From an optimization exercise on the open Yosys and OpenROAD flow, aimed at small area, a short achievable clock period and few clock cycles per item; shortcuts taken in it are not production practice. RTL that was checked went through simulation tests only; none was proved equivalent to the original. The RTL of runs 2 to 5 was laid out without a check of its function. Power and IR drop assume default switching activity.

`run.sh`:
```
#!/bin/bash
# synth_recipe.tcl (not shown) runs the flow's synth.tcl, then flattens the netlist and writes it again
# the make line also repeats each setting of config.mk as NAME=value (left out here)
make -C /OpenROAD-flow-scripts/flow DESIGN_CONFIG=/design/flow/config.mk WORK_HOME=/design/flow/orfs CLKGATE_MAP_FILE= SYNTH_SCRIPT=/design/flow/synth_recipe.tcl finish
```
`config.mk`:
```
export PLATFORM = sky130hd
export DESIGN_NAME = bms_encoder
export DESIGN_NICKNAME = bms_encoder
export VERILOG_FILES = /design/flow/design.v
export SDC_FILE = /design/flow/constraint.sdc
export NUM_CORES = 4
export LEC_CHECK = 0
export CAP_MARGIN = 20
export CORE_MARGIN = 2
export CORE_UTILIZATION = 40
export SLEW_MARGIN = 20
```
`constraint.sdc`:
```
create_clock -name core_clock -period 12.0 [get_ports {clk}]
set_input_delay 2.4000 -clock core_clock [delete_from_list [all_inputs] [get_ports {clk}]]
set_output_delay 2.4000 -clock core_clock [all_outputs]
set_load 0.01 [all_outputs]
```
`design.v`:
```
module bms_scale #(
    parameter integer XLO = -2147549,
    parameter integer XHI = 2147483
) (
    input  wire [31:0] x,
    output wire        ok
);
    assign ok = ($signed(x) >= XLO) && ($signed(x) <= XHI);
endmodule
module bms_encoder (
    input  wire        clk,
    input  wire        rst,
    input  wire [7:0]  a_local,
    input  wire        req_valid,
    output wire        req_ready,
    input  wire [2:0]  req_kind,
    input  wire [31:0] req_x0,
    input  wire [31:0] req_x1,
    input  wire [31:0] req_x2,
    input  wire [31:0] req_x3,
    input  wire [31:0] req_x4,
    input  wire [7:0]  req_u0,
    input  wire [7:0]  req_u1,
    input  wire [55:0] req_bitmap,
    output reg         out_valid,
    input  wire        out_ready,
    output reg         out_err,
    output reg  [7:0]  out_err_idx,
    output wire [31:0] out_id,
    output reg  [63:0] out_data
);
    wire k_va  = !req_kind[2] && !req_kind[0];           
    wire k_st  = req_kind == 3'd1;                       
    wire k_vc  = req_kind == 3'd3;                       
    wire k_tp  = req_kind == 3'd4;                       
    wire k_ch  = k_vc || k_tp;                           
    wire k_bal = req_kind == 3'd5;                       
    wire signed [41:0] x0s = $signed(req_x0);
    wire signed [41:0] x1s = $signed(req_x1);
    wire signed [41:0] b0 = {26'd0, {16{req_x0[31]}}};
    wire signed [41:0] b1 = {26'd0, {16{req_x1[31]}}};
    wire signed [41:0] p0 = (k_tp ? x0s <<< 7 : x0s <<< 10) - (x0s <<< 5)
                          + (k_tp ? x0s <<< 2 : x0s <<< 3) + b0;
    wire signed [41:0] p1 = (k_tp ? x1s <<< 7 : x1s <<< 10) - (x1s <<< 5)
                          + (k_tp ? x1s <<< 2 : x1s <<< 3) + b1;
    wire [25:0] q0 = p0[41:16];
    wire [25:0] q1 = p1[41:16];
    wire [31:0] x2 = req_x2;
    wire [31:0] b2 = {16'd0, {16{x2[31]}}};
    wire [31:0] p2 = k_st ? (x2 << 8) - x2 + b2
                   : (k_tp ? x2 << 7 : x2 << 10) - (x2 << 5)
                   + (k_tp ? x2 << 2 : x2 << 3) + b2;
    wire [15:0] q2 = p2[31:16];
    wire [23:0] x3 = req_x3[23:0];
    wire [23:0] p3 = (x3 << 8) - x3 + {8'd0, {16{req_x3[31]}}};
    wire [7:0]  q3 = p3[23:16];
    wire [7:0]  q4 = req_x4[23:16] + {7'd0, req_x4[31] && (req_x4[15:0] != 16'd0)};
    wire ok0k, ok1k, ok2k, ok0h, ok1h, ok2h, ok2s, ok3s, ok4;
    bms_scale #(.XLO(-2147549),  .XHI(2147483))  u_ok0k (.x(req_x0), .ok(ok0k));
    bms_scale #(.XLO(-2147549),  .XHI(2147483))  u_ok1k (.x(req_x1), .ok(ok1k));
    bms_scale #(.XLO(-2147549),  .XHI(2147483))  u_ok2k (.x(req_x2), .ok(ok2k));
    bms_scale #(.XLO(-21475491), .XHI(21474836)) u_ok0h (.x(req_x0), .ok(ok0h));
    bms_scale #(.XLO(-21475491), .XHI(21474836)) u_ok1h (.x(req_x1), .ok(ok1h));
    bms_scale #(.XLO(-21475491), .XHI(21474836)) u_ok2h (.x(req_x2), .ok(ok2h));
    bms_scale #(.XLO(-257),      .XHI(65793))    u_ok2s (.x(req_x2), .ok(ok2s));
    bms_scale #(.XLO(-257),      .XHI(65793))    u_ok3s (.x(req_x3), .ok(ok3s));
    bms_scale #(.XLO(-8454143),  .XHI(8388607))  u_ok4  (.x(req_x4), .ok(ok4));
    wire [8:0] first = {1'b0, req_u0};
    wire [8:0] count = {1'b0, req_u1};
    wire use0 = first < count;
    wire use1 = (first + 9'd1) < count;
    wire use2 = (first + 9'd2) < count;
    wire f0 = use0 && !(k_tp ? ok0h : ok0k);
    wire f1 = use1 && !(k_tp ? ok1h : ok1k);
    wire f2 = use2 && !(k_tp ? ok2h : ok2k);
    wire s_err = !ok0k || !ok1k || !ok2s || !ok3s || !ok4;
    wire [2:0] s_idx = !ok0k ? 3'd0 : !ok1k ? 3'd1 : !ok2s ? 3'd2 : !ok3s ? 3'd3 : 3'd4;
    wire [7:0] c_idx = req_u0 + (f0 ? 8'd0 : f1 ? 8'd1 : 8'd2);
    wire       r_err = k_st ? s_err : k_ch ? (f0 || f1 || f2) : 1'b0;
    wire [7:0] r_idx = k_ch ? c_idx : {5'd0, s_idx};
    wire [31:0] q0w = {{6{q0[25]}}, q0};
    wire [31:0] q1w = {{6{q1[25]}}, q1};
    reg [63:0] r_data;
    always @(*) begin
        if (k_va) begin
            r_data = {q0w, q1w};
        end else if (k_st) begin
            r_data = {q0[15:0], q1[15:0], q2[7:0], q3, q4, req_u0};
        end else if (k_ch) begin
            r_data = {req_u0, req_u1,
                      use0 ? q0[15:0] : 16'd0,
                      use1 ? q1[15:0] : 16'd0,
                      use2 ? q2 : 16'd0};
        end else if (k_bal) begin
            r_data = {req_u0, req_bitmap};
        end else begin
            r_data = {req_u0, req_u1, 48'd0};
        end
    end
    reg [2:0] out_kind;
    assign req_ready = !out_valid || out_ready;
    always @(posedge clk) begin
        if (rst) begin
            out_valid <= 1'b0;
        end else if (req_ready) begin
            out_valid <= req_valid;
        end
        if (req_ready) begin
            out_err     <= r_err;
            out_err_idx <= r_idx;
            out_kind    <= req_kind;
            out_data    <= r_data;
        end
    end
    reg [7:0] pt;
    always @(*) begin
        case (out_kind)
            3'd0: pt = 8'd38;
            3'd1: pt = 8'd45;
            3'd2: pt = 8'd40;
            3'd3: pt = 8'd41;
            3'd4: pt = 8'd43;
            3'd5: pt = 8'd42;
            default: pt = 8'd255;
        endcase
    end
    assign out_id = {16'h8000, pt, a_local};
endmodule
```
==> impl_metrics.yaml, run 1 <==
route:
  initialDrtViolationCount: 1791
  wire_per_inst_um: 21.9
  drtAntennaViolNets: 0
  first_pass_iters: 5
  vias: 19200
  drc: 0
  viasPerCell: 5.87
  wl_um: 71700
die:
  row_count: 79
  dieWidth_um: 222
  start_util: 0.408
  fp.coreArea_sq_um: 46800
  ios: 354
  die-area_sq_um: 49400
  die_y_um: 222
synth:
  yosys_warnings: 1
  syn_inst: 2415
  ys_dominant_reg_cell: "edfxtp_1"
  ys_seq_area_frac: 0.121
  netlist.area_leader.share: 0.191
  yosys.area.top_type: "ha_1"
  synthDistinctLibCells: 87
  synthArstFlopShare: 0
  avgSynthCellArea_sq_um: 7.89
  synth-edff-count: 76
  ys_ff_latch: 77
  synthesis.area_sq_um: 19100
  yosys-top-cells-area: "ha_1 (19%), fa_1 (14%), edfxtp_1 (12%), inv_1 (5.9%), nand2_1 (5.4%)"
run:
  drv_cap: 0
final_layout:
  final_common_cell: "clkdlybuf4s50_1"
  syn2layout_area_growth_pct: 20.6
  final_cell_mix: "clkdlybuf4s50_1 (319), inv_1 (298), ha_1 (291), nand2_1 (272), a21oi_1 (192)"
  fin_area_sq_um: 23000
  layout-drive-gt1-share: 0.0233
  fin_nets: 3324
  fin_util: 0.492
setup_path:
  worstPathRequired_ns: 12.06
  critPathArrivalTime_ns: 8.33
  critPathLaunchType: "input port"
  cpPeakStageDelay_ns: 0.73
  critPathMaxFanout: 57
  cpMaxStageDelayCell: "or3_2"
  end_kind: "flip-flop"
  worstSetupPathType: "input port to flip-flop"
  path_cells: "buf_2 -> inv_1 -> or3_2 -> buf_4 -> nor2_1 -> fa_1 -> fa_1 -> ha_1 -> o21a_1 -> a211oi_1 -> a221oi_1 -> o2111ai_1 -> o21ai_1 -> o41ai_1 -> xor2_1 -> a2bb2oi_1 -> o221ai_1"
  cp.buffers_inverters: 3
  cpMostUsedCell: "fa_1"
  critPathTopFamily: "compound AO/OA/AOI/OAI gates"
power:
  p_leak_nw: 10.6
  seqPwrFrac: 0.159
  clkPwrFrac: 0.111
  p_int_mw: 1.39
  p_total_mw: 2.78
  switching_share: 0.498
  comb_power_share: 0.730
  switchingPower_mw: 1.39
  power_density_nw_per_um2: 121
  ir_drop_v: 0.0000748
timing:
  hold_violations: 0
  period_share: 0.689
  finClkSkew_ns: 0.0170
  slew_headroom: 0.291
  setup_viol: 0
  tns_ns: 0
  layout_min_cycle_time_ns: 8.27
  finalMaxSlewViolations: 0
  rsz0062_at_grt: "false"
  fmax_mhz: 121
  tightestPinTransition_ns: 1.06
cts:
  cts_num_sinks: 77
  ctsRootBufferMaster: "clkbuf_16"
  cts_buffers: 9
  cts_tree: "built"
  clockBufferDepth: 2
  clk_pin_slew_worst_paths_ns: 0.06
  clock_latency_ns: 0.36
  hold_buffers: 0
  ctsResizeCount: 0
  post-cts-setup-buffers: 0
  h-tree-depth: 3
global_route:
  grt_max_degree: 164
  grtUsageTotal: 0.283
  grt-ovfl-total: 0
  grt_pass1_vias: 18300
  antenna_found_initial: 2
  grt_pass1_wl_um: 110000
placement:
  buffer_ports.inserted: 320
  post_dp_cell_area_sq_um: 22600
  gp_congestion: 0.939
  dp_hpwl_um: 60100
run_status:
  run_status: "finished clean"
min_path:
  hp-class: "flip-flop to flip-flop"
[flip-flops by register name (all words and copies together) (netlist names)]
name,flops
out_kind,3
out_err,1
out_data,64
out_err_idx,8
out_valid,1
[worst min-delay path, delay by kind of cell (launching register included)]
kind	cells	cell delay [ns]
flip-flops	1	0.37
AO/OA/AOI/OAI	1	0.25
buffers and inverters	1	0.42
AND/OR/NAND/NOR	1	0.06
[per-stage QoR]
stage,hold WS [ns],setup WS (ns),instances
after detailed placement,1.16,3.48,3251
after global routing,1.22,3.33,3269
final,1.14,3.73,3270
after CTS,1.17,3.83,3267
after floorplan,2.23,4.90,2430
after global placement,1.13,3.48,3251
[worst paths after layout]
path,to,depth (start not counted),from,slack [ns]
hold / removal,out_valid$_SDFFE_PP0P_,3,out_valid$_SDFFE_PP0P_,1.14
setup / recovery,out_data[13]$_DFFE_PP_,17,req_kind[2],3.73
hold reg to reg,out_valid$_SDFFE_PP0P_,3,out_valid$_SDFFE_PP0P_,1.14
setup reg to reg,out_data[31]$_DFFE_PP_,2,out_valid$_SDFFE_PP0P_,10.37
[power by group through the flow]
stage | registers (mW) | clock network, mW | logic, mW
final | 0.442 | 0.308 | 2.03
after floorplan | 0.460 | 0 | 1.19
after CTS | 0.444 | 0.307 | 2.00
after global routing | 0.446 | 0.315 | 2.21
after detailed placement | 0.449 | 0 | 1.98
after global placement | 0.450 | 0 | 1.97
[cells in the mapped netlist, types with 6 or more instances]
| cell type | number |
|---|---|
| buf_2 | 9 |
| clkbuf_1 | 83 |
| and3_1 | 16 |
| nand4b_1 | 6 |
| a22o_1 | 6 |
| edfxtp_1 | 76 |
| o211ai_1 | 25 |
| o41ai_1 | 6 |
| inv_1 | 298 |
| buf_4 | 27 |
| and2_1 | 17 |
| ha_1 | 291 |
| o21bai_1 | 13 |
| o21ai_1 | 12 |
| or2_2 | 6 |
| xor2_1 | 48 |
| o221ai_1 | 8 |
| a221oi_1 | 13 |
| nor3_1 | 44 |
| a21boi_0 | 22 |
| a211oi_1 | 18 |
| o21ai_0 | 153 |
| a211o_1 | 9 |
| and4_1 | 7 |
| nand3_1 | 66 |
| o2111ai_1 | 11 |
| or4_1 | 6 |
| o21a_1 | 20 |
| a21oi_1 | 192 |
| xnor2_1 | 59 |
| or3_1 | 11 |
| nor2b_1 | 9 |
| a22oi_1 | 13 |
| a21o_1 | 61 |
| nor4_1 | 34 |
| nand2b_1 | 14 |
| o31ai_1 | 11 |
| nor2_1 | 121 |
| a31oi_1 | 19 |
| nand4_1 | 47 |
| nand2_1 | 272 |
| fa_1 | 131 |
| a2111oi_0 | 8 |
| mux2i_1 | 14 |
[metal layers]
layer  track usage  part of all wire  up-vias
met4        0.0769             0.024        0
met1         0.420              0.47     9142
li1              -                 -     9061
met5             0                 0        -
met3        0.0460             0.084       93
met2         0.423              0.43      889
[cell type report]
| class | instances | area (sq um) |
|---|---|---|
| Fill cell | 4599 | 23800 |
| Multi-Input combinational cell | 1931 | 15100 |
| Timing Repair Buffer | 336 | 3330 |
| Sequential cell | 77 | 2300 |
| Inverter | 300 | 1130 |
| Tap cell | 607 | 759 |
| Clock buffer | 9 | 225 |
| Clock inverter | 7 | 98.8 |
| Antenna cell | 3 | 7.51 |
[kinds of logic (layout without fill, tap and decap cells)]
logic type                 Yosys count  count (layout)  synth area share
AOI/OAI and AO/OA                  675             675             0.229
xor gates and xnor gates           107             107            0.0492
adders and majority gates          422             422             0.329
buffers and inverters              422             652            0.0890
DFF                                 77              77             0.121
muxes                               15              15           0.00795
other                                2              20          0.000394
and+or+nand+nor                    695             695             0.174
Testbench counts, summed over its fixed seeds: cycles 16,008, items 16,000.
==> run 2: changes to the inputs <==
--- a/design.v
+++ b/design.v
@@ -26,7 +26,7 @@
     input  wire        out_ready,
     output reg         out_err,
-    output reg  [7:0]  out_err_idx,
+    output wire [7:0]  out_err_idx,
     output wire [31:0] out_id,
-    output reg  [63:0] out_data
+    output wire [63:0] out_data
 );
     wire k_va  = !req_kind[2] && !req_kind[0];           
@@ -36,19 +36,20 @@
     wire k_ch  = k_vc || k_tp;                           
     wire k_bal = req_kind == 3'd5;                       
+    wire h = req_kind[2];
     wire signed [41:0] x0s = $signed(req_x0);
     wire signed [41:0] x1s = $signed(req_x1);
     wire signed [41:0] b0 = {26'd0, {16{req_x0[31]}}};
     wire signed [41:0] b1 = {26'd0, {16{req_x1[31]}}};
-    wire signed [41:0] p0 = (k_tp ? x0s <<< 7 : x0s <<< 10) - (x0s <<< 5)
-                          + (k_tp ? x0s <<< 2 : x0s <<< 3) + b0;
-    wire signed [41:0] p1 = (k_tp ? x1s <<< 7 : x1s <<< 10) - (x1s <<< 5)
-                          + (k_tp ? x1s <<< 2 : x1s <<< 3) + b1;
+    wire signed [41:0] p0 = (h ? x0s <<< 7 : x0s <<< 10) - (x0s <<< 5)
+                          + (h ? x0s <<< 2 : x0s <<< 3) + b0;
+    wire signed [41:0] p1 = (h ? x1s <<< 7 : x1s <<< 10) - (x1s <<< 5)
+                          + (h ? x1s <<< 2 : x1s <<< 3) + b1;
     wire [25:0] q0 = p0[41:16];
     wire [25:0] q1 = p1[41:16];
     wire [31:0] x2 = req_x2;
     wire [31:0] b2 = {16'd0, {16{x2[31]}}};
-    wire [31:0] p2 = k_st ? (x2 << 8) - x2 + b2
-                   : (k_tp ? x2 << 7 : x2 << 10) - (x2 << 5)
-                   + (k_tp ? x2 << 2 : x2 << 3) + b2;
+    wire [31:0] p2 = (!h && !req_kind[1]) ? (x2 << 8) - x2 + b2
+                   : (h ? x2 << 7 : x2 << 10) - (x2 << 5)
+                   + (h ? x2 << 2 : x2 << 3) + b2;
     wire [15:0] q2 = p2[31:16];
     wire [23:0] x3 = req_x3[23:0];
@@ -71,7 +72,7 @@
     wire use1 = (first + 9'd1) < count;
     wire use2 = (first + 9'd2) < count;
-    wire f0 = use0 && !(k_tp ? ok0h : ok0k);
-    wire f1 = use1 && !(k_tp ? ok1h : ok1k);
-    wire f2 = use2 && !(k_tp ? ok2h : ok2k);
+    wire f0 = use0 && !(h ? ok0h : ok0k);
+    wire f1 = use1 && !(h ? ok1h : ok1k);
+    wire f2 = use2 && !(h ? ok2h : ok2k);
     wire s_err = !ok0k || !ok1k || !ok2s || !ok3s || !ok4;
     wire [2:0] s_idx = !ok0k ? 3'd0 : !ok1k ? 3'd1 : !ok2s ? 3'd2 : !ok3s ? 3'd3 : 3'd4;
@@ -98,5 +99,8 @@
         end
     end
-    reg [2:0] out_kind;
+    reg [2:0]  out_kind;
+    reg [63:0] out_reg;
+    assign out_data    = out_reg;
+    assign out_err_idx = out_reg[7:0];
     assign req_ready = !out_valid || out_ready;
     always @(posedge clk) begin
@@ -108,7 +112,6 @@
         if (req_ready) begin
             out_err     <= r_err;
-            out_err_idx <= r_idx;
             out_kind    <= req_kind;
-            out_data    <= r_data;
+            out_reg     <= {r_data[63:8], r_err ? r_idx : r_data[7:0]};
         end
     end
==> run 2 against run 1 <==
  * Global-route usage fell by 0.72 points
  * Fmax is 4.0% higher
  * Clock power is 3% lower
  * Clock skew fell by 0.0072 ns
  * Flip-flop and latch count shrank 8
  * Sequential power shrank 6.1%
  * Core utilization shrank 0.62 points
  * Area after synthesis increased by 1.3%
  * Via count is 1.5% higher
  * First-iteration DRC count grew 15%
  * Critical path depth grew 2
==> impl_metrics.yaml, run 2 <==
run_status:
  run_status: "finished clean"
timing:
  tightestPinTransition_ns: 0.949
  setup_viol: 0
  tns_ns: 0
  layout_min_cycle_time_ns: 7.95
  hold_violations: 0
  finalMaxSlewViolations: 0
  finClkSkew_ns: 0.00975
  slew_headroom: 0.351
  rsz0062_at_grt: "false"
  period_share: 0.662
  fmax_mhz: 126
synth:
  ys_ff_latch: 69
  ys_seq_area_frac: 0.107
  yosys-top-cells-area: "ha_1 (19%), fa_1 (14%), edfxtp_1 (11%), inv_1 (6.0%), nand2_1 (4.8%)"
  synthDistinctLibCells: 89
  netlist.area_leader.share: 0.189
  synth-edff-count: 68
  synth_common_cells: "inv_1 (307), ha_1 (291), nand2_1 (248)"
  synthesis.area_sq_um: 19300
  ys_dominant_reg_cell: "edfxtp_1"
  synthArstFlopShare: 0
  yosys.area.top_type: "ha_1"
  yosysMostFrequentCell: "inv_1"
  syn_inst: 2452
  avgSynthCellArea_sq_um: 7.87
  yosys_warnings: 1
placement:
  dp.cells: 3279
  buffer_ports.inserted: 320
  dp_hpwl_um: 58600
  gp_congestion: 0.949
die:
  fp.coreArea_sq_um: 47600
  dieWidth_um: 224
  start_util: 0.405
  ios: 354
  die_y_um: 224
  die-area_sq_um: 50000
  row_count: 80
final_layout:
  syn2layout_area_growth_pct: 19.8
  regArea_sq_um: 2060
  largest_reg_flops: 64
  final_common_cell: "clkdlybuf4s50_1"
  fin_nets: 3344
  layout-drive-gt1-share: 0.0284
  final-instance-count-excl-fill: 3297
  multi_input_area_sq_um: 15500
  fin_util: 0.485
  fill_cells: 4710
  final_cell_mix: "clkdlybuf4s50_1 (319), inv_1 (307), ha_1 (291), nand2_1 (248), a21oi_1 (184)"
power:
  ir_drop_v: 0.0000722
  power_density_nw_per_um2: 120
  p_total_mw: 2.77
  p_leak_nw: 10.6
run:
  drv_cap: 0
global_route:
  grt_pass1_vias: 19000
  grt_pass1_wl_um: 109000
  grtUsageTotal: 0.276
  grt-ovfl-total: 0
  antenna_found_initial: 3
  grt_max_degree: 134
route:
  vias: 19500
  drc: 0
  initialDrtViolationCount: 2052
  wire_per_inst_um: 21.3
  drtAntennaViolNets: 0
  viasPerCell: 5.91
  wl_um: 70200
  first_pass_iters: 5
cts:
  post-cts-setup-buffers: 0
  clock_latency_ns: 0.35
  cts_tree: "built"
  hold_buffers: 0
  clockBufferDepth: 2
  h-tree-depth: 3
  clk_pin_slew_worst_paths_ns: 0.06
  ctsResizeCount: 0
  cts_num_sinks: 69
  ctsRootBufferMaster: "clkbuf_16"
  cts_buffers: 9
setup_path:
  cpPeakStageDelay_ns: 0.63
  worstSetupPathType: "input port to flip-flop"
  end_kind: "flip-flop"
  path_cells: "buf_6 -> inv_2 -> nand2_1 -> o21ai_0 -> fa_1 -> inv_1 -> fa_1 -> inv_1 -> ha_1 -> a21o_1 -> a21o_1 -> a21o_1 -> a211oi_1 -> o21ai_0 -> a31o_2 -> o31ai_1 -> o21bai_1 -> a211oi_1 -> o22ai_1"
  worstPathRequired_ns: 12.09
  critPathMaxFanout: 94
  cpMostUsedCell: "a21o_1"
  critPathLaunchType: "input port"
  critPathArrivalTime_ns: 8.03
  cpMaxStageDelayCell: "a211oi_1"
min_path:
  hp-class: "flip-flop to flip-flop"
==> run 2: layout make-up <==
| cell class | count | area share |
|---|---|---|
| inverter | 311 | 0.0506 |
| sequential | 69 | 0.0892 |
| tap | 615 | 0.0333 |
| multi-input combinational | 1951 | 0.670 |
| clock inverter | 6 | 0.00379 |
| timing repair buffer | 333 | 0.143 |
| clock buffer | 10 | 0.00990 |
| antenna | 2 | 0.000216 |
==> run 2: logic make-up after synthesis <==
group | synth area share
other | 0.000389
AO/OA/AOI/OAI | 0.226
AND/OR/NAND/NOR | 0.167
flip-flops | 0.107
buffers and inverters | 0.0947
adder cells (fa/ha/maj) | 0.324
XOR/XNOR | 0.0467
multiplexers | 0.0334
==> run 2: worst paths after layout <==
path | startpoint | to | slack [ns] | depth (start not counted)
max reg2reg | out_valid$_SDFFE_PP0P_ | out_reg[43]$_DFFE_PP_ | 10.42 | 2
min | out_valid$_SDFFE_PP0P_ | out_reg[41]$_DFFE_PP_ | 1.16 | 2
min reg2reg | out_valid$_SDFFE_PP0P_ | out_reg[41]$_DFFE_PP_ | 1.16 | 2
max | req_kind[2] | out_reg[55]$_DFFE_PP_ | 4.05 | 19
==> run 2: layer usage <==
| metal | up-vias | track usage | share of wire |
|---|---|---|---|
| met5 | - | 0 | 0.00019 |
| met1 | 9370 | 0.387 | 0.44 |
| met3 | 107 | 0.0332 | 0.077 |
| met2 | 854 | 0.447 | 0.45 |
| li1 | 9145 | - | - |
| met4 | 2 | 0.0776 | 0.028 |
==> run 2: power breakdown <==
group          internal, mW  total [mW]  switching [mW]
clock                 0.182       0.299           0.116
combinational         0.834        2.05            1.22
sequential            0.360       0.415          0.0553
==> run 2: stage by stage <==
| stage | hold slack (ns) | setup WS, ns | area, sq um |
|---|---|---|---|
| after global routing | 1.21 | 3.81 | 23100 |
| final | 1.16 | 4.05 | 23100 |
| after detailed placement | 1.15 | 3.83 | 22800 |
| after floorplan | 2.07 | 4.01 | 19400 |
| after CTS | 1.17 | 4.15 | 23100 |
| after global placement | 1.11 | 3.80 | 22800 |
==> run 2: worst max-delay path: cells and delay by family <==
family / cells / cell delay (ns)
compound gates: 11 / 3.08
fa+ha+maj: 3 / 1.27
buf+inv: 4 / 1.00
simple gates: 1 / 0.18
==> run 3: changes to the inputs <==
--- a/config.mk
+++ b/config.mk
@@ -9,3 +9,4 @@
 export CORE_MARGIN = 2
 export CORE_UTILIZATION = 40
+export SETUP_SLACK_MARGIN = 4
 export SLEW_MARGIN = 20
==> run 3 against run 2 <==
  * Still clean
  * Hold slack got worse by 0.00071 ns
  * Combinational power barely moved
  * Power up 0.24%
  * First-iteration DRC count down 4.8%
  * Global-route usage did not move
  * Clock skew is 0.0016 ns higher
  * Cell count about the same
  * Critical path depth is the same
  * Area after synthesis stayed put
  * Cell area increased by 0.18%
  * Flip-flop and latch count unchanged
  * Via count about the same
==> impl_metrics.yaml, run 3 <==
timing:
  slew_headroom: 0.317
  finalMaxSlewViolations: 0
  setup_viol: 0
  layout_min_cycle_time_ns: 7.66
  rsz0062_at_grt: "false"
  period_share: 0.638
  hold_violations: 0
  fmax_mhz: 131
  finClkSkew_ns: 0.0113
  holdWs_ns: 1.16
  tightestPinTransition_ns: 1.02
  tns_ns: 0
die:
  fp.coreArea_sq_um: 47600
  row_count: 80
  start_util: 0.405
  dieWidth_um: 224
  die_y_um: 224
  die-area_sq_um: 50000
  ios: 354
setup_path:
  critPathMaxFanout: 95
  critPathLaunchType: "input port"
  cpPeakStageDelay_ns: 0.55
  path_cells: "clkbuf_8 -> inv_2 -> buf_4 -> nand2_1 -> nand2_1 -> fa_1 -> inv_1 -> fa_1 -> inv_1 -> ha_1 -> a211oi_1 -> nor2_1 -> o41ai_1 -> a21oi_1 -> or3_1 -> a311oi_1 -> xnor2_1 -> a22oi_1 -> o21ai_0"
  cpMaxStageDelayCell: "o41ai_1"
  end_kind: "flip-flop"
  worstPathRequired_ns: 12.09
  worstSetupPathType: "input port to flip-flop"
  critPathArrivalTime_ns: 7.74
run_status:
  run_status: "finished clean"
synth:
  synthArstFlopShare: 0
  yosys_warnings: 1
  avgSynthCellArea_sq_um: 7.87
  synthDistinctLibCells: 89
  synth_common_cells: "inv_1 (307), ha_1 (291), nand2_1 (248)"
  syn_inst: 2452
  yosys-top-cells-area: "ha_1 (19%), fa_1 (14%), edfxtp_1 (11%), inv_1 (6.0%), nand2_1 (4.8%)"
  ys_seq_area_frac: 0.107
  synth-edff-count: 68
  netlist.area_leader.share: 0.189
  yosys.area.top_type: "ha_1"
  synthesis.area_sq_um: 19300
  ys_dominant_reg_cell: "edfxtp_1"
  yosysMostFrequentCell: "inv_1"
  ys_ff_latch: 69
power:
  p_leak_nw: 10.6
  ir_drop_v: 0.0000714
  power_density_nw_per_um2: 120
route:
  wire_per_inst_um: 21.4
  first_pass_iters: 6
  drtAntennaViolNets: 0
  initialDrtViolationCount: 1954
  wl_um: 70500
  drc: 0
  viasPerCell: 5.90
  vias: 19500
final_layout:
  regArea_sq_um: 2060
  fin_nets: 3345
  largest_reg_flops: 64
  final_cell_mix: "clkdlybuf4s50_1 (319), inv_1 (307), ha_1 (291), nand2_1 (248), a21oi_1 (184)"
  final-instance-count-excl-fill: 3298
  fin_area_sq_um: 23200
  syn2layout_area_growth_pct: 20.0
  fill_cells: 4705
  layout-drive-gt1-share: 0.0291
  final_common_cell: "clkdlybuf4s50_1"
  multi_input_area_sq_um: 15500
global_route:
  grt_pass1_wl_um: 109000
  grt_pass1_vias: 19000
  grt-ovfl-total: 0
  grtUsageTotal: 0.276
  grt_max_degree: 134
  antenna_found_initial: 3
cts:
  ctsRootBufferMaster: "clkbuf_16"
  clock_latency_ns: 0.35
  clk_pin_slew_worst_paths_ns: 0.07
  cts_buffers: 9
  cts_tree: "built"
  cts_num_sinks: 69
  clockBufferDepth: 2
  post-cts-setup-buffers: 0
  ctsResizeCount: 0
  hold_buffers: 0
  h-tree-depth: 3
placement:
  buffer_ports.inserted: 320
  dp.cells: 3279
  post_dp_cell_area_sq_um: 22800
  gp_congestion: 0.949
  dp_hpwl_um: 58600
run:
  drv_cap: 0
min_path:
  hp-class: "flip-flop to flip-flop"
run 3: cell counts after synthesis:
No cell type changed its count.
run 3: per-stage QoR:
step	utilization	worst slack (ns)	total power, mW
after global placement	0.479	3.80	2.41
after global routing	0.486	4.02	2.97
after floorplan	-	4.01	1.66
after detailed placement	0.479	3.83	2.43
after CTS	0.485	4.15	2.74
final	0.486	4.34	2.77
run 3: cells by family (layout without fill, tap and decap cells):
family,after synthesis,in the layout,share of synthesized area
xor gates and xnor gates,103,103,0.0467
and+or+nand+nor,666,666,0.167
AOI/OAI and AO/OA,682,682,0.226
adders and majority gates,422,422,0.324
DFF,69,69,0.107
other,2,19,0.000389
muxes,61,61,0.0334
buffers and inverters,447,661,0.0947
run 3: final timing paths:
kind	start	end	slack, ns	cells past startpoint
setup / recovery	req_kind[2]	out_reg[12]$_DFFE_PP_	4.34	19
hold / removal	out_valid$_SDFFE_PP0P_	out_reg[41]$_DFFE_PP_	1.16	2
setup reg to reg	out_valid$_SDFFE_PP0P_	out_reg[53]$_DFFE_PP_	10.42	2
hold reg to reg	out_valid$_SDFFE_PP0P_	out_reg[41]$_DFFE_PP_	1.16	2
run 3: cell type report:
cell class	instances	area share
tap	615	0.0332
multi-input combinational	1951	0.669
clock buffer	10	0.00988
sequential	69	0.0890
timing repair buffer	334	0.145
antenna	2	0.000216
inverter	311	0.0505
clock inverter	6	0.00378
run 3: report_power, final:
part           switching (mW)  internal (mW)  total, mW
clock network           0.117          0.182      0.299
logic                    1.22          0.836       2.06
registers              0.0553          0.360      0.415
total                    1.39           1.38       2.77
run 3: critical path, delay by kind of cell:
kind                       cells  cell delay, ns
AOI/OAI and AO/OA              6            1.70
xor gates and xnor gates       1            0.10
adders and majority gates      3            1.33
and+or+nand+nor                4            0.77
buffers and inverters          5            1.35
run 3: per-layer routing:
metal	up-vias	part of all wire	routed length (um)	global-route usage
li1	9165	-	-	-
met1	9361	0.45	31400	0.387
met4	2	0.027	1890	0.0776
met3	101	0.076	5360	0.0332
met2	840	0.45	31900	0.447
met5	-	0.00018	13	0
==> run 4: changes to the inputs <==
--- a/config.mk
+++ b/config.mk
@@ -9,4 +9,4 @@
 export CORE_MARGIN = 2
 export CORE_UTILIZATION = 40
-export SETUP_SLACK_MARGIN = 4
+export SETUP_SLACK_MARGIN = 5
 export SLEW_MARGIN = 20
==> run 4 against run 3 <==
  * Still clean on timing, DRC and antenna
  * Synthesized cell count stayed put
  * Clock skew shrank 0.0041 ns
  * Cell area grew 2.3%
  * Cell count rose by 0.39%
  * Flip-flop and latch count stayed put
  * Core utilization increased by 1.1 points
  * Sequential power hardly changed
  * Fmax is 12% higher
  * Power rose by 2.3%
  * Largest power group unchanged
  * Highest routed layer is now met4
==> impl_metrics.yaml, run 4 <==
run_status:
  run_status: "finished clean"
die:
  dieWidth_um: 224
  die_y_um: 224
  fp.coreArea_sq_um: 47600
  ios: 354
  die-area_sq_um: 50000
  start_util: 0.405
  row_count: 80
setup_path:
  r2r-end: "out_reg[21]$_DFFE_PP_"
  rr_startpoint: "out_valid$_SDFFE_PP0P_"
  end_kind: "flip-flop"
  reg2reg_depth: 1
  worstPathRequired_ns: 12.11
  critPathLaunch: "req_x1[31]"
  critPathArrivalTime_ns: 6.96
  critPathMaxFanout: 19
  critPathLaunchType: "input port"
  worstSetupPathType: "input port to flip-flop"
  r2r_slack_ns: 10.49
timing:
  slew_headroom: 0.302
  setup_viol: 0
  tns_ns: 0
  finalMaxSlewViolations: 0
  fmax_mhz: 146
  layout_min_cycle_time_ns: 6.85
  hold_violations: 0
  finClkSkew_ns: 0.00721
  setup_ws_ns: 5.15
  tightestPinTransition_ns: 1.05
  holdWs_ns: 1.28
  period_share: 0.571
  rsz0062_at_grt: "false"
synth:
  synth_common_cells: "inv_1 (307), ha_1 (291), nand2_1 (248)"
  synth_xor_area_frac: 0.0467
  synth_mux_area_frac: 0.0334
  yosys.area.top_type: "ha_1"
  ys_seq_area_frac: 0.107
  netlist.area_leader.share: 0.189
  ys_dominant_reg_cell: "edfxtp_1"
  avgSynthCellArea_sq_um: 7.87
  synth-compound-area-share: 0.226
  synthArstFlopShare: 0
  ys_ff_latch: 69
  synthDistinctLibCells: 89
  syn_inst: 2452
  yosys.area_share.simple: 0.167
  synth_top_family_by_area: "adder cells"
  synth-edff-count: 68
  yosysMostFrequentCell: "inv_1"
  synthesis.area_sq_um: 19300
  yosys_warnings: 1
  yosys-top-cells-area: "ha_1 (19%), fa_1 (14%), edfxtp_1 (11%), inv_1 (6.0%), nand2_1 (4.8%)"
  synthAdderAreaFrac: 0.324
route:
  drc: 0
  viasPerCell: 5.92
  vias: 19600
  first_pass_iters: 6
  initialDrtViolationCount: 1957
  wire_per_inst_um: 21.8
  drtAntennaViolNets: 0
  wl_um: 72200
cts:
  clock_latency_ns: 0.35
  h-tree-depth: 3
  clockBufferDepth: 2
  cts_buffers: 9
  cts_num_sinks: 69
  ctsRootBufferMaster: "clkbuf_16"
  cts_tree: "built"
  hold_buffers: 0
  clk_pin_slew_worst_paths_ns: 0.06
placement:
  place_ws_ns: 3.91
  dp_hpwl_um: 59700
  buffer_ports.inserted: 320
  gp_congestion: 0.966
min_path:
  hp-class: "flip-flop to flip-flop"
  hold_path_startpoint: "out_valid$_SDFFE_PP0P_"
  min_to: "out_valid$_SDFFE_PP0P_"
  holdPathStages: 2
global_route:
  grtUsageTotal: 0.282
  antenna_found_initial: 1
  grt_pass1_vias: 18900
  grt_max_degree: 71
  grt_pass1_wl_um: 111000
  grt-ovfl-total: 0
final_layout:
  fin_nets: 3359
  final_common_cell: "inv_1"
  layout-drive-gt1-share: 0.0505
  largest_reg_flops: 64
  fill_cells: 4650
  final_cell_mix: "inv_1 (299), clkdlybuf4s50_1 (290), ha_1 (285), nand2_1 (248), a21oi_1 (177)"
  syn2layout_area_growth_pct: 22.8
power:
  p_total_mw: 2.83
  p_leak_nw: 11.0
  power_density_nw_per_um2: 120
  ir_drop_v: 0.0000839
run:
  drv_cap: 0
==> run 4: cell counts after synthesis <==
No cell type changed its count.
==> run 4: metal layers <==
| layer | global-route usage | part of all wire |
|---|---|---|
| met5 | 0 | 0 |
| met4 | 0.0802 | 0.030 |
| met3 | 0.0393 | 0.080 |
| met2 | 0.452 | 0.45 |
| met1 | 0.397 | 0.44 |
==> run 4: critical path, cell delays in order <==
cell and delay [ns]:
clkdlybuf4s50_1 0.47, buf_6 0.25, clkinvlp_4 0.19, buf_4 0.17, fa_1 0.49, inv_1 0.04
ha_1 0.29, ha_1 0.21, a21oi_1 0.31, o31ai_2 0.19, a21o_1 0.22, or4_1 0.57
nand2_1 0.17, o31ai_4 0.10, a21oi_2 0.23, mux2i_4 0.36, a21bo_2 0.26
==> run 4: per-stage QoR <==
step	util	instance area, sq um	instances
2_1_floorplan	-	19500	2467
3_3_place_gp	0.480	22900	3279
3_5_place_dp	0.480	22900	3279
4_1_cts	0.490	23300	3298
5_1_grt	0.497	23700	3310
6_report	0.497	23700	3311
==> run 4: what timing repair did <==
item                       CTS  global route
pin swaps                    0             3
setup endpoints to repair   59            52
cloned                       1             1
gates resized for setup     28            73
buffers inserted             2            11
==> run 4: report_power, final <==
group	switching (mW)	total (mW)	internal (mW)
sequential	0.0559	0.416	0.360
combinational	1.25	2.12	0.877
clock	0.112	0.294	0.182
==> run 4: cell families after synthesis <==
logic type / after synthesis
flops: 69
xor+xnor: 103
compound gates: 682
other cells: 2
fa+ha+maj: 422
buf+inv: 447
simple gates: 666
mux: 61
==> run 4: area by class of cell <==
type | instances | area, sq um | share of cell area
Inverter | 311 | 1200 | 0.0505
Sequential cell | 69 | 2060 | 0.0870
Clock buffer | 10 | 229 | 0.00966
Clock inverter | 6 | 86.3 | 0.00364
Multi-Input combinational cell | 1951 | 15800 | 0.665
Tap cell | 615 | 769 | 0.0325
Antenna cell | 1 | 2.50 | 0.000106
Timing Repair Buffer | 348 | 3600 | 0.152
==> run 4: worst max-delay path by stage <==
stage,cells after the start,slack (ns),end
after floorplan,20,5.00,out_reg[27]$_DFFE_PP_
after global placement,15,3.97,out_reg[14]$_DFFE_PP_
after detailed placement,15,3.91,out_reg[14]$_DFFE_PP_
after CTS,16,4.96,out_reg[14]$_DFFE_PP_
after global routing,15,4.96,out_reg[6]$_DFFE_PP_
final,17,5.15,out_reg[27]$_DFFE_PP_
==> run 5: changes to the inputs <==
==> flow/run.sh (new file) <==
#!/bin/bash
# Standard layout, with plain buf_2 cells as the port buffers.
set -euo pipefail
export BUFFER_PORTS_ARGS="-buffer_cell sky130_fd_sc_hd__buf_2"
bash standard.sh > standard.log 2>&1
==> standard.sh (new file) <==
#!/bin/bash
# synth_recipe.tcl (not shown) runs the flow's synth.tcl, then flattens the netlist and writes it again
# the make line also repeats each setting of config.mk as NAME=value (left out here)
make -C /OpenROAD-flow-scripts/flow DESIGN_CONFIG=/design/flow/config.mk WORK_HOME=/design/flow/orfs CLKGATE_MAP_FILE= SYNTH_SCRIPT=/design/flow/synth_recipe.tcl "${@:-finish}"
removed: run.sh
==> run 5 against run 4 <==
  * Sequential power decreased by 3%
  * Critical endpoint is now out_reg[43]$_DFFE_PP_
  * Global-route usage decreased by 1.3 points
  * Critical path type unchanged
  * Still clean
  * Core utilization decreased by 4.0 points
  * Largest cell class unchanged
==> impl_metrics.yaml, run 5 <==
power:
  power_density_nw_per_um2: 121
  ir_drop_v: 0.0000742
  p_leak_nw: 10.7
synth:
  avgSynthCellArea_sq_um: 7.87
  yosys.area.top_type: "ha_1"
  ys_ff_latch: 69
  synthDistinctLibCells: 89
  synthArstFlopShare: 0
  yosys_warnings: 1
  ys_dominant_reg_cell: "edfxtp_1"
  synth-edff-count: 68
  syn_inst: 2452
  netlist.area_leader.share: 0.189
  ys_seq_area_frac: 0.107
  synth_common_cells: "inv_1 (307), ha_1 (291), nand2_1 (248)"
  yosys-top-cells-area: "ha_1 (19%), fa_1 (14%), edfxtp_1 (11%), inv_1 (6.0%), nand2_1 (4.8%)"
  yosysMostFrequentCell: "inv_1"
  synthesis.area_sq_um: 19300
cts:
  clock_latency_ns: 0.35
  clk_pin_slew_worst_paths_ns: 0.06
  h-tree-depth: 3
  cts_num_sinks: 69
  cts_tree: "built"
  ctsRootBufferMaster: "clkbuf_16"
  cts_buffers: 9
  clockBufferDepth: 2
route:
  wl_um: 70200
  first_pass_iters: 5
  viasPerCell: 5.92
  maxUsedRoutingLayer: "met4"
  met1_length_um: 31200
  wl_met3_um: 5400
  drtAntennaViolNets: 0
  initialDrtViolationCount: 1698
  wire_per_inst_um: 21.3
  drc: 0
  vias: 19500
  met2_wirelength_um: 31600
min_path:
  hp-class: "flip-flop to flip-flop"
timing:
  period_share: 0.570
  setup_viol: 0
  tns_ns: 0
  finClkSkew_ns: 0.00726
  setup_ws_ns: 5.16
  fmax_mhz: 146
  layout_min_cycle_time_ns: 6.84
  tightestPinTransition_ns: 1.04
  rsz0062_at_grt: "false"
  hold_violations: 0
  slew_headroom: 0.304
  finalMaxSlewViolations: 0
global_route:
  grtUsageTotal: 0.270
  antenna_found_initial: 4
  grt_pass1_vias: 18600
  grt_pass1_wl_um: 106000
  grt-ovfl-total: 0
  grt_max_degree: 89
setup_path:
  end_kind: "flip-flop"
  worstSetupPathType: "input port to flip-flop"
  critPathLaunchType: "input port"
  worstPathRequired_ns: 12.09
  critPathTopFamily: "compound AO/OA/AOI/OAI gates"
  cp.buffers_inverters: 3
  critPathArrivalTime_ns: 6.93
  critPathMaxFanout: 30
  cpMaxStageDelayCell: "fa_1"
  cpPeakStageDelay_ns: 0.54
  path_cells: "buf_16 -> mux2_2 -> fa_1 -> inv_1 -> fa_1 -> inv_1 -> ha_4 -> a21oi_2 -> o21ai_0 -> a211oi_1 -> nor2_1 -> o31ai_1 -> nand3b_1 -> a21oi_1 -> xor2_2 -> o21ai_0 -> a22o_1"
  r2r_slack_ns: 10.48
die:
  dieWidth_um: 224
  die_y_um: 224
  fp.coreArea_sq_um: 47600
  start_util: 0.405
  row_count: 80
  die-area_sq_um: 50000
  ios: 354
final_layout:
  layout-drive-gt1-share: 0.155
  final_cell_mix: "buf_2 (318), inv_1 (304), ha_1 (286), nand2_1 (248), a21oi_1 (182)"
  final_common_cell: "buf_2"
  syn2layout_area_growth_pct: 13.0
  fill_cells: 4801
  largest_reg_flops: 64
  fin_nets: 3348
placement:
  place_ws_ns: 4.10
  buffer_ports.inserted: 320
  gp_congestion: 0.990
  dp_hpwl_um: 58400
run_status:
  run_status: "finished clean"
run:
  drv_cap: 0
==> run 5: cell counts after synthesis <==
Identical to the previous run, type by type.
==> run 5: final cells by class <==
| cell class | instances | area, sq um | share of cell area |
|---|---|---|---|
| multi-input combinational | 1951 | 15600 | 0.717 |
| clock inverter | 5 | 51.3 | 0.00235 |
| clock buffer | 11 | 233 | 0.0107 |
| sequential | 69 | 2060 | 0.0945 |
| timing repair buffer | 337 | 1860 | 0.0852 |
| antenna | 4 | 10.0 | 0.000459 |
| inverter | 311 | 1190 | 0.0547 |
| tap | 615 | 769 | 0.0353 |
==> run 5: through the flow <==
stage	total power, mW	cells	area, sq um	hold slack (ns)	util
after floorplan	1.68	2467	19500	2.07	-
after detailed placement	2.32	3274	21200	1.28	0.446
after CTS	2.60	3290	21600	1.29	0.453
final	2.65	3303	21800	1.23	0.458
after global routing	2.85	3303	21800	1.33	0.458
after global placement	2.30	3274	21200	1.26	0.446
==> run 5: cell families after synthesis <==
| group | after synthesis | synth area share |
|---|---|---|
| muxes | 61 | 0.0334 |
| other | 2 | 0.000389 |
| xor gates and xnor gates | 103 | 0.0467 |
| adders and majority gates | 422 | 0.324 |
| and+or+nand+nor | 666 | 0.167 |
| buffers and inverters | 447 | 0.0947 |
| AOI/OAI and AO/OA | 682 | 0.226 |
| DFF | 69 | 0.107 |
==> run 5: metal layers <==
| metal | track usage | vias up |
|---|---|---|
| met5 | 0 | - |
| met4 | 0.0804 | 0 |
| met3 | 0.0283 | 101 |
| met2 | 0.437 | 853 |
| met1 | 0.379 | 9410 |
| li1 | - | 9176 |
==> run 5: path summary, 6_finish.rpt <==
path / to / cells after the start / startpoint
setup / recovery: out_reg[43]$_DFFE_PP_ / 17 / req_kind[2]
setup reg to reg: out_reg[38]$_DFFE_PP_ / 1 / out_valid$_SDFFE_PP0P_
hold reg to reg: out_valid$_SDFFE_PP0P_ / 2 / out_valid$_SDFFE_PP0P_
hold / removal: out_valid$_SDFFE_PP0P_ / 2 / out_valid$_SDFFE_PP0P_
==> run 5: power by group <==
group | total, mW | internal [mW] | switching, mW
logic | 1.98 | 0.745 | 1.23
clock network | 0.266 | 0.160 | 0.107
registers | 0.404 | 0.359 | 0.0450
total | 2.65 | 1.26 | 1.39
==> run 5: worst min-delay path: stages (launching register included) <==
cell	delay (ns)
dfxtp_1	0.33
nand2b_4	0.70
a21oi_1	0.15
==> run 5: repair_timing <==
item,in CTS,in global routing
hold buffers,0,0
setup buffers,0,6
resized for setup,14,21
cloned,0,3
setup endpoints to repair,54,53
==> run 6: changes to the inputs <==
--- a/design.v
+++ b/design.v
@@ -7,4 +7,13 @@
 );
     assign ok = ($signed(x) >= XLO) && ($signed(x) <= XHI);
+endmodule
+module bms_u8 (
+    input  wire [31:0] x,
+    output wire [7:0]  q
+);
+    wire [7:0] a = x[15:8];
+    wire [7:0] b = x[7:0];
+    wire borrow = (a >= b) && (x[15:0] != 16'd0);
+    assign q = x[31] ? 8'd0 : x[16] ? 8'hff : a - {7'd0, borrow};
 endmodule
 module bms_encoder (
@@ -47,14 +56,14 @@
     wire [25:0] q0 = p0[41:16];
     wire [25:0] q1 = p1[41:16];
-    wire [31:0] x2 = req_x2;
+    wire h2 = !req_kind[0];
+    wire [31:0] x2 = {{6{req_x2[25]}}, req_x2[25:0]};
     wire [31:0] b2 = {16'd0, {16{x2[31]}}};
-    wire [31:0] p2 = (!h && !req_kind[1]) ? (x2 << 8) - x2 + b2
-                   : (h ? x2 << 7 : x2 << 10) - (x2 << 5)
-                   + (h ? x2 << 2 : x2 << 3) + b2;
+    wire [31:0] p2 = (h2 ? x2 << 7 : x2 << 10) - (x2 << 5)
+                   + (h2 ? x2 << 2 : x2 << 3) + b2;
     wire [15:0] q2 = p2[31:16];
-    wire [23:0] x3 = req_x3[23:0];
-    wire [23:0] p3 = (x3 << 8) - x3 + {8'd0, {16{req_x3[31]}}};
-    wire [7:0]  q3 = p3[23:16];
-    wire [7:0]  q4 = req_x4[23:16] + {7'd0, req_x4[31] && (req_x4[15:0] != 16'd0)};
+    wire [7:0] q2s, q3;
+    bms_u8 u_q2s (.x(req_x2), .q(q2s));
+    bms_u8 u_q3  (.x(req_x3), .q(q3));
+    wire [7:0] q4 = req_x4[23:16] + {7'd0, req_x4[31] && (req_x4[15:0] != 16'd0)};
     wire ok0k, ok1k, ok2k, ok0h, ok1h, ok2h, ok2s, ok3s, ok4;
     bms_scale #(.XLO(-2147549),  .XHI(2147483))  u_ok0k (.x(req_x0), .ok(ok0k));
@@ -87,5 +96,5 @@
             r_data = {q0w, q1w};
         end else if (k_st) begin
-            r_data = {q0[15:0], q1[15:0], q2[7:0], q3, q4, req_u0};
+            r_data = {q0[15:0], q1[15:0], q2s, q3, q4, req_u0};
         end else if (k_ch) begin
             r_data = {req_u0, req_u1,
==> flow/run.sh (replaced) <==
#!/bin/bash
# Standard layout, with plain buf_2 cells as the port buffers and timing
# repair aimed at a setup slack of 6 ns.
set -euo pipefail
export BUFFER_PORTS_ARGS="-buffer_cell sky130_fd_sc_hd__buf_2"
export SETUP_SLACK_MARGIN=6
bash standard.sh > standard.log 2>&1
--- a/config.mk
+++ b/config.mk
@@ -9,4 +9,3 @@
 export CORE_MARGIN = 2
 export CORE_UTILIZATION = 40
-export SETUP_SLACK_MARGIN = 5
 export SLEW_MARGIN = 20
==> run 6 against run 5 <==
  * Still clean on timing, DRC and antenna
  * Global-route usage rose by 3.1 points
  * Area after synthesis fell by 9.3%
  * Flip-flop and latch count did not move
  * Wire length rose by 0.91%
  * Register-to-register slack improved by 0.12 ns
  * Hold slack got worse by 0.27 ns
  * Critical path depth rose by 2
==> impl_metrics.yaml, run 6 <==
power:
  p_leak_nw: 10.8
  ir_drop_v: 0.0000658
  power_density_nw_per_um2: 138
  p_total_mw: 3.14
die:
  row_count: 76
  die_y_um: 213
  fp.coreArea_sq_um: 43200
  die-area_sq_um: 45500
  ios: 354
  dieWidth_um: 213
  start_util: 0.406
final_layout:
  final_common_cell: "buf_2"
  largest_reg_flops: 64
  layout-drive-gt1-share: 0.279
  final_cell_mix: "buf_2 (312), inv_1 (251), ha_1 (206), nand2_1 (205), a21oi_1 (124)"
  final-instance-count-excl-fill: 3150
  fill_cells: 4100
  fin_area_sq_um: 22800
  syn2layout_area_growth_pct: 30.3
  fin_nets: 3163
route:
  wl_um: 70800
  wire_per_inst_um: 22.5
  viasPerCell: 5.97
  vias: 18800
  first_pass_iters: 6
  initialDrtViolationCount: 1530
  drtAntennaViolNets: 0
  drc: 0
global_route:
  grt_pass1_wl_um: 106000
  grt-ovfl-total: 0
  grt_pass1_vias: 18600
  grtUsageTotal: 0.301
  grt_max_degree: 71
  antenna_found_initial: 3
placement:
  dp.cells: 3023
  buffer_ports.inserted: 320
  gp_congestion: 0.923
  post_dp_cell_area_sq_um: 19700
  place_ws_ns: 3.64
  dp_hpwl_um: 53400
setup_path:
  critPathLaunchType: "input port"
  worstSetupPathType: "input port to flip-flop"
  worstPathRequired_ns: 12.09
  end_kind: "flip-flop"
  critPathArrivalTime_ns: 6.79
  critPathMaxFanout: 6
  r2r_slack_ns: 10.60
cts:
  clock_latency_ns: 0.36
  ctsRootBufferMaster: "clkbuf_16"
  cts_buffers: 9
  hold_buffers: 0
  cts_num_sinks: 69
  clockBufferDepth: 2
  h-tree-depth: 3
  clk_pin_slew_worst_paths_ns: 0.07
  cts_tree: "built"
synth:
  ys_seq_area_frac: 0.118
  yosys.area.top_type: "ha_1"
  syn_inst: 2225
  synthArstFlopShare: 0
  ys_ff_latch: 69
  synth_common_cells: "inv_1 (270), ha_1 (243), nand2_1 (222)"
  synth-edff-count: 68
  avgSynthCellArea_sq_um: 7.87
  netlist.area_leader.share: 0.174
  yosysMostFrequentCell: "inv_1"
  yosys_warnings: 1
  synthDistinctLibCells: 84
  yosys-top-cells-area: "ha_1 (17%), fa_1 (13%), edfxtp_1 (12%), inv_1 (5.8%), nand2_1 (4.8%)"
  ys_dominant_reg_cell: "edfxtp_1"
  synthesis.area_sq_um: 17500
timing:
  fmax_mhz: 149
  setup_viol: 0
  finalMaxSlewViolations: 0
  tns_ns: 0
  rsz0062_at_grt: "true"
  tightestPinTransition_ns: 1.11
  period_share: 0.558
  hold_violations: 0
  finClkSkew_ns: 0.0152
  layout_min_cycle_time_ns: 6.69
  setup_ws_ns: 5.31
  slew_headroom: 0.255
run_status:
  run_status: "finished clean"
run:
  drv_cap: 0
min_path:
  hp-class: "flip-flop to flip-flop"
==> run 6: changes by cell type after synthesis, moves of 13 or more <==
| cell | before | now |
|---|---|---|
| a21oi_1 | 184 | 149 |
| o21ai_0 | 168 | 139 |
| xnor2_1 | 69 | 56 |
| fa_1 | 131 | 115 |
| nand2_1 | 248 | 222 |
| ha_1 | 291 | 243 |
| o211ai_1 | 29 | 16 |
| inv_1 | 307 | 270 |
| mux2i_1 | 39 | 25 |
==> run 6: power breakdown <==
group / internal (mW) / switching (mW)
clock: 0.180 / 0.121
sequential: 0.360 / 0.0477
combinational: 1.09 / 1.34
==> run 6: layout make-up <==
| class | count | area [sq um] | share of cell area |
|---|---|---|---|
| Antenna cell | 3 | 7.51 | 0.000329 |
| Clock buffer | 10 | 229 | 0.0100 |
| Clock inverter | 5 | 76.3 | 0.00335 |
| Inverter | 273 | 1080 | 0.0475 |
| Multi-Input combinational cell | 1763 | 15500 | 0.682 |
| Sequential cell | 69 | 2060 | 0.0904 |
| Tap cell | 585 | 732 | 0.0321 |
| Timing Repair Buffer | 441 | 3060 | 0.134 |
| Timing Repair inverter | 1 | 16.3 | 0.000713 |
==> run 6: what timing repair did <==
action | CTS | global route
setup endpoints to repair | 65 | 63
gates resized for setup | 220 | 94
setup buffers | 59 | 37
pin swaps | 93 | 77
gates cloned | 12 | 1
==> run 6: worst max-delay path, stage by stage <==
cell,delay (ns)
buf_16,0.14
buf_16,0.16
mux2_4,0.31
fa_1,0.52
inv_2,0.04
fa_1,0.51
inv_2,0.05
ha_4,0.22
a21oi_4,0.15
o21ai_2,0.09
a221oi_2,0.35
nor2_1,0.12
or3_4,0.39
o41a_1,0.37
buf_6,0.16
a41o_1,0.20
a221o_1,0.35
xnor2_1,0.15
o21ai_0,0.10
==> run 6: path summary, 6_finish.rpt <==
kind	startpoint	end	cells after the start
setup / recovery	req_kind[2]	out_reg[51]$_DFFE_PP_	19
hold / removal	out_valid$_SDFFE_PP0P_	out_reg[49]$_DFFE_PP_	2
setup reg to reg	out_valid$_SDFFE_PP0P_	out_reg[25]$_DFFE_PP_	2
hold reg to reg	out_valid$_SDFFE_PP0P_	out_reg[49]$_DFFE_PP_	2
==> run 6: metal layers <==
layer / track usage / up-vias / share of wire
li1: - / 8588 / -
met1: 0.402 / 9189 / 0.41
met2: 0.492 / 904 / 0.47
met3: 0.0484 / 135 / 0.085
met4: 0.109 / 0 / 0.035
met5: 0 / - / 0
==> run 6: logic make-up after synthesis <==
logic type,count (synthesis),synth area share
adder cells (fa/ha/maj),358,0.305
other,2,0.000429
AND/OR/NAND/NOR,645,0.180
multiplexers,44,0.0272
buffers and inverters,408,0.0959
AO/OA/AOI/OAI,605,0.227
flip-flops,69,0.118
XOR/XNOR,94,0.0470
==> run 6: metrics by stage <==
step,hold WS (ns),util
after global routing,1.05,0.528
after CTS,1.01,0.510
after global placement,1.11,0.457
after floorplan,1.42,-
final,0.963,0.528
after detailed placement,1.13,0.457
Testbench counts of run 6, summed over its fixed seeds: cycles 16,008, items 16,000.
==> run 7: changes to the inputs <==
==> flow/run.sh (replaced) <==
#!/bin/bash
# Standard layout, with plain buf_2 cells as the port buffers and timing
# repair aimed at a setup slack of 7 ns.
set -euo pipefail
export BUFFER_PORTS_ARGS="-buffer_cell sky130_fd_sc_hd__buf_2"
export SETUP_SLACK_MARGIN=7
bash standard.sh > standard.log 2>&1
==> run 7 against run 6 <==
  * Via count fell by 0.90%
  * Synthesized cell count unchanged
  * Global-route usage decreased by 0.31 points
  * Register-to-register slack got worse by 0.35 ns
  * Sequential share of layout area is 0.085 points lower
  * Largest power group unchanged
==> impl_metrics.yaml, run 7 <==
global_route:
  use_met1: 0.399
  grt_pass1_wl_um: 104000
  met2_usage: 0.485
  grt_pass1_vias: 18100
  busiest_layer: "met2"
  grtUsageTotal: 0.298
  grt_max_degree: 46
  grt-ovfl-total: 0
  use_met3: 0.0447
  antenna_found_initial: 3
synth:
  synthAdderAreaFrac: 0.305
  synthesis.area_sq_um: 17500
  ys_ff_latch: 69
  synthDistinctLibCells: 84
  synthArstFlopShare: 0
  avgSynthCellArea_sq_um: 7.87
  syn_inst: 2225
  yosysMostFrequentCell: "inv_1"
  yosys.area.top_type: "ha_1"
  yosys.area_share.simple: 0.180
  yosys_warnings: 1
  synth-compound-area-share: 0.227
  synth_xor_area_frac: 0.0470
  synth_top_family_by_area: "adder cells"
  netlist.area_leader.share: 0.174
  synth-edff-count: 68
  ys_seq_area_frac: 0.118
  synth_common_cells: "inv_1 (270), ha_1 (243), nand2_1 (222)"
  synth_mux_area_frac: 0.0272
  ys_dominant_reg_cell: "edfxtp_1"
  yosys-top-cells-area: "ha_1 (17%), fa_1 (13%), edfxtp_1 (12%), inv_1 (5.8%), nand2_1 (4.8%)"
final_layout:
  fin_nets: 3175
  regArea_sq_um: 2060
  multi_input_area_sq_um: 15700
  largest_reg_flops: 64
  fill_cells: 4089
  syn2layout_area_growth_pct: 31.5
  layout-drive-gt1-share: 0.293
  final_common_cell: "buf_2"
  final_cell_mix: "buf_2 (306), inv_1 (249), nand2_1 (208), ha_1 (199), a21oi_1 (119)"
power:
  ir_drop_v: 0.0000763
  p_total_mw: 3.14
  p_leak_nw: 10.8
  power_density_nw_per_um2: 136
die:
  row_count: 76
  ios: 354
  start_util: 0.406
  fp.coreArea_sq_um: 43200
  die_y_um: 213
  dieWidth_um: 213
  die-area_sq_um: 45500
timing:
  tns_ns: 0
  setup_viol: 0
  rsz0062_at_grt: "true"
  finalMaxSlewViolations: 0
  period_share: 0.550
  layout_min_cycle_time_ns: 6.60
  slew_headroom: 0.322
  finClkSkew_ns: 0.00645
  hold_violations: 0
  fmax_mhz: 151
  tightestPinTransition_ns: 1.02
cts:
  clock_latency_ns: 0.35
  hold_buffers: 0
  h-tree-depth: 3
  clk_pin_slew_worst_paths_ns: 0.07
  cts_tree: "built"
  cts_buffers: 9
  ctsRootBufferMaster: "clkbuf_16"
  cts_num_sinks: 69
  clockBufferDepth: 2
setup_path:
  critPathLaunchType: "input port"
  critPathMaxFanout: 7
  worstSetupPathType: "input port to flip-flop"
  worstPathRequired_ns: 12.11
  end_kind: "flip-flop"
  critPathArrivalTime_ns: 6.71
placement:
  buffer_ports.inserted: 320
  dp_hpwl_um: 53000
  gp_congestion: 0.928
route:
  drtAntennaViolNets: 0
  initialDrtViolationCount: 1590
  viasPerCell: 5.90
  drc: 0
  vias: 18600
  wl_um: 69600
  wire_per_inst_um: 22.0
  first_pass_iters: 7
min_path:
  hp-class: "flip-flop to flip-flop"
run:
  drv_cap: 0
run_status:
  run_status: "finished clean"
==> run 7: cell counts after synthesis <==
Identical to the previous run, type by type.
==> run 7: worst max-delay path, stage by stage <==
cell and delay [ns]:
buf_16 0.13, buf_6 0.13, buf_4 0.15, o21ai_1 0.17, fa_1 0.49, fa_1 0.62
ha_4 0.24, nand4_1 0.12, inv_1 0.09, a221oi_4 0.32, nor2_2 0.09, or3_4 0.37
o41a_1 0.35, buf_6 0.16, buf_4 0.14, a31oi_4 0.19, xor2_2 0.17, nor2_1 0.05
a311o_1 0.29
==> run 7: logic make-up after synthesis <==
| group | count (synthesis) |
|---|---|
| XOR/XNOR | 94 |
| AO/OA/AOI/OAI | 605 |
| multiplexers | 44 |
| AND/OR/NAND/NOR | 645 |
| other | 2 |
| adder cells (fa/ha/maj) | 358 |
| buffers and inverters | 408 |
| flip-flops | 69 |
==> run 7: cell type report <==
type,count,share of cell area
antenna,1,0.000109
clock buffer,9,0.00978
clock inverter,7,0.00424
inverter,273,0.0471
multi-input combinational,1765,0.682
sequential,69,0.0896
tap,585,0.0318
timing repair buffer,451,0.135
timing repair inverter,1,0.000707
==> run 7: timing repair <==
| item | in CTS | in global routing |
|---|---|---|
| endpoints found under the setup margin | 66 | 66 |
| setup buffers | 76 | 32 |
| resized for setup | 214 | 125 |
| pin swaps | 87 | 59 |
| cloned | 11 | 1 |
==> run 7: where the power goes <==
part	internal, mW	leakage, nW	total [mW]	switching, mW
logic	1.09	9.94	2.42	1.33
registers	0.360	0.747	0.414	0.0533
clock network	0.183	0.154	0.308	0.125
==> run 7: per-layer routing <==
layer,part of all wire,wire (um)
met2,0.46,31900
met1,0.42,29300
met3,0.081,5630
met5,0.00035,24
met4,0.039,2680
==> run 7: final timing paths <==
| kind | slack, ns | depth (start not counted) | startpoint | end |
|---|---|---|---|---|
| hold reg to reg | 1.11 | 2 | out_valid$_SDFFE_PP0P_ | out_reg[28]$_DFFE_PP_ |
| hold / removal | 1.11 | 2 | out_valid$_SDFFE_PP0P_ | out_reg[28]$_DFFE_PP_ |
| setup reg to reg | 10.25 | 1 | out_valid$_SDFFE_PP0P_ | out_reg[55]$_DFFE_PP_ |
| setup / recovery | 5.40 | 19 | req_kind[2] | out_reg[63]$_DFFE_PP_ |
==> run 7: stage by stage <==
step / instance area, sq um / worst slack (ns) / std cells / hold slack (ns) / utilization
final: 23000 / 5.40 / 3161 / 1.11 / 0.533
after global routing: 23000 / 5.25 / 3161 / 1.14 / 0.533
after CTS: 22200 / 5.45 / 3127 / 1.11 / 0.513
after detailed placement: 19800 / 3.76 / 3024 / 1.33 / 0.458
after global placement: 19800 / 3.83 / 3024 / 1.30 / 0.458
after floorplan: 18200 / 4.94 / 2240 / 1.07 / -
==> run 8: changes to the inputs <==
==> flow/run.sh (replaced) <==
#!/bin/bash
# Standard layout, with plain buf_2 cells as the port buffers and timing
# repair aimed at a setup slack of 5 ns.
set -euo pipefail
export BUFFER_PORTS_ARGS="-buffer_cell sky130_fd_sc_hd__buf_2"
export SETUP_SLACK_MARGIN=5
bash standard.sh > standard.log 2>&1
--- a/config.mk
+++ b/config.mk
@@ -8,4 +8,4 @@
 export CAP_MARGIN = 20
 export CORE_MARGIN = 2
-export CORE_UTILIZATION = 40
+export CORE_UTILIZATION = 60
 export SLEW_MARGIN = 20
==> run 8 against run 7 <==
  * Core utilization grew 16 points
  * Via count shrank 1.4%
  * Die area shrank 33%
  * Area after synthesis is the same
  * Critical path type unchanged
  * Highest routed layer is now met4
==> impl_metrics.yaml, run 8 <==
synth:
  synth-edff-count: 68
  synthArstFlopShare: 0
  synthesis.area_sq_um: 17500
  ys_ff_latch: 69
  yosysMostFrequentCell: "inv_1"
  yosys.area.top_type: "ha_1"
  syn_inst: 2225
  netlist.area_leader.share: 0.174
  avgSynthCellArea_sq_um: 7.87
  synthDistinctLibCells: 84
  ys_dominant_reg_cell: "edfxtp_1"
  yosys-top-cells-area: "ha_1 (17%), fa_1 (13%), edfxtp_1 (12%), inv_1 (5.8%), nand2_1 (4.8%)"
  ys_seq_area_frac: 0.118
  synth_common_cells: "inv_1 (270), ha_1 (243), nand2_1 (222)"
  yosys_warnings: 1
setup_path:
  critPathLaunchType: "input port"
  worstPathRequired_ns: 12.11
  path_cells: "buf_2 -> buf_16 -> clkinvlp_4 -> buf_4 -> nand2_1 -> o21ai_0 -> fa_1 -> inv_1 -> fa_1 -> inv_1 -> ha_1 -> a21oi_1 -> o21ai_0 -> a31oi_1 -> o211ai_1 -> a21oi_2 -> o21ai_0 -> a2111o_1 -> a31oi_1 -> xnor2_1 -> a221o_1"
  worstSetupPathType: "input port to flip-flop"
  critPathMaxFanout: 46
  critPathArrivalTime_ns: 6.97
  cpMaxStageDelayCell: "fa_1"
  cpPeakStageDelay_ns: 0.50
  end_kind: "flip-flop"
  cpMostUsedCell: "o21ai_0"
final_layout:
  final_cell_mix: "buf_2 (318), inv_1 (269), ha_1 (241), nand2_1 (222), a21oi_1 (145)"
  fin_area_sq_um: 19900
  fin_nets: 3072
  final_common_cell: "buf_2"
  syn2layout_area_growth_pct: 13.6
  largest_reg_flops: 64
  layout-drive-gt1-share: 0.172
route:
  viasPerCell: 6.43
  vias: 18400
  wire_per_inst_um: 21.3
  first_pass_iters: 6
  drtAntennaViolNets: 0
  wl_um: 61000
  initialDrtViolationCount: 2000
  drc: 0
die:
  start_util: 0.610
  row_count: 62
  die_y_um: 175
  fp.coreArea_sq_um: 28700
  ios: 354
  dieWidth_um: 175
  die-area_sq_um: 30600
timing:
  finalMaxSlewViolations: 0
  hold_violations: 0
  slew_headroom: 0.274
  finClkSkew_ns: 0.0111
  tightestPinTransition_ns: 1.09
  setup_viol: 0
  period_share: 0.572
  rsz0062_at_grt: "true"
  fmax_mhz: 146
  tns_ns: 0
  layout_min_cycle_time_ns: 6.86
placement:
  dp_hpwl_um: 48600
  gp_congestion: 0.982
  buffer_ports.inserted: 320
  post_dp_cell_area_sq_um: 19200
cts:
  cts_num_sinks: 69
  cts_buffers: 9
  clockBufferDepth: 2
  clock_latency_ns: 0.36
  h-tree-depth: 3
  cts_tree: "built"
  ctsRootBufferMaster: "clkbuf_16"
  clk_pin_slew_worst_paths_ns: 0.07
global_route:
  grt_pass1_vias: 17500
  grt_pass1_wl_um: 93400
  antenna_found_initial: 3
  grt_max_degree: 92
  grtUsageTotal: 0.384
  grt-ovfl-total: 0
power:
  p_leak_nw: 9.87
  power_density_nw_per_um2: 124
  ir_drop_v: 0.0000687
min_path:
  hp-class: "flip-flop to flip-flop"
run_status:
  run_status: "finished clean"
run:
  drv_cap: 0
## run 8: power by group
part	internal, mW	leakage, nW	switching, mW
Sequential	0.359	0.747	0.0426
Combinational	0.700	8.99	1.09
Clock	0.144	0.139	0.126
## run 8: path summary, 6_finish.rpt
check,from,endpoint,slack [ns],cells after the start
max,req_kind[0],out_reg[14]$_DFFE_PP_,5.14,21
min,out_valid$_SDFFE_PP0P_,out_valid$_SDFFE_PP0P_,0.58,2
max reg2reg,out_valid$_SDFFE_PP0P_,out_reg[19]$_DFFE_PP_,10.37,2
min reg2reg,out_valid$_SDFFE_PP0P_,out_valid$_SDFFE_PP0P_,0.58,2
## run 8: layout make-up
class	count	area, sq um
repair inverters	1	5.00
fillers	2485	8810
clock buffers	9	225
multi-input cells	1763	14000
well taps	384	480
clock inverters	7	62.6
repair buffers	350	2040
diodes	3	7.51
inverters	273	1030
flip-flops and latches	69	2060
## run 8: stage by stage
step / setup WS (ns) / instances / power (mW) / hold slack, ns / util
floorplan: 4.94 / 2240 / 1.52 / 2.07 / -
global placement: 3.89 / 2823 / 2.05 / 0.570 / 0.667
detailed placement: 3.76 / 2823 / 2.08 / 0.581 / 0.667
CTS: 5.00 / 2846 / 2.38 / 0.591 / 0.684
global route: 4.88 / 2859 / 2.63 / 0.609 / 0.693
finish: 5.14 / 2859 / 2.46 / 0.577 / 0.693
## run 8: logic make-up after synthesis
group,after synthesis,share of synthesized area
xor+xnor,94,0.0470
mux,44,0.0272
simple gates,645,0.180
fa+ha+maj,358,0.305
compound gates,605,0.227
flops,69,0.118
buf+inv,408,0.0959
other cells,2,0.000429
## run 8: repair_timing
action	CTS	global route
resized for setup	22	20
hold buffers	0	0
cloned	2	5
setup endpoints to repair	57	37
pin swaps	1	7
buffers inserted	5	5
## run 8: worst max-delay path: cells and delay by family
family	cells	cell delay [ns]
compound gates	10	2.25
fa+ha+maj	3	1.18
buf+inv	6	0.95
xor+xnor	1	0.11
simple gates	1	0.07
## run 8: routing by layer
| metal | share of wire | track usage |
|---|---|---|
| met5 | 0 | 0 |
| met4 | 0.055 | 0.184 |
| met1 | 0.39 | 0.500 |
| met2 | 0.46 | 0.628 |
| met3 | 0.091 | 0.0566 |

Setup slack of run 8, layout unchanged: 5.135 ns with ideal ports, 4.989 ns with driving cells assumed (clock clkbuf_16, inputs buf_2), 4.582 ns with port delays also shifted by the 0.406 ns mid clock arrival.
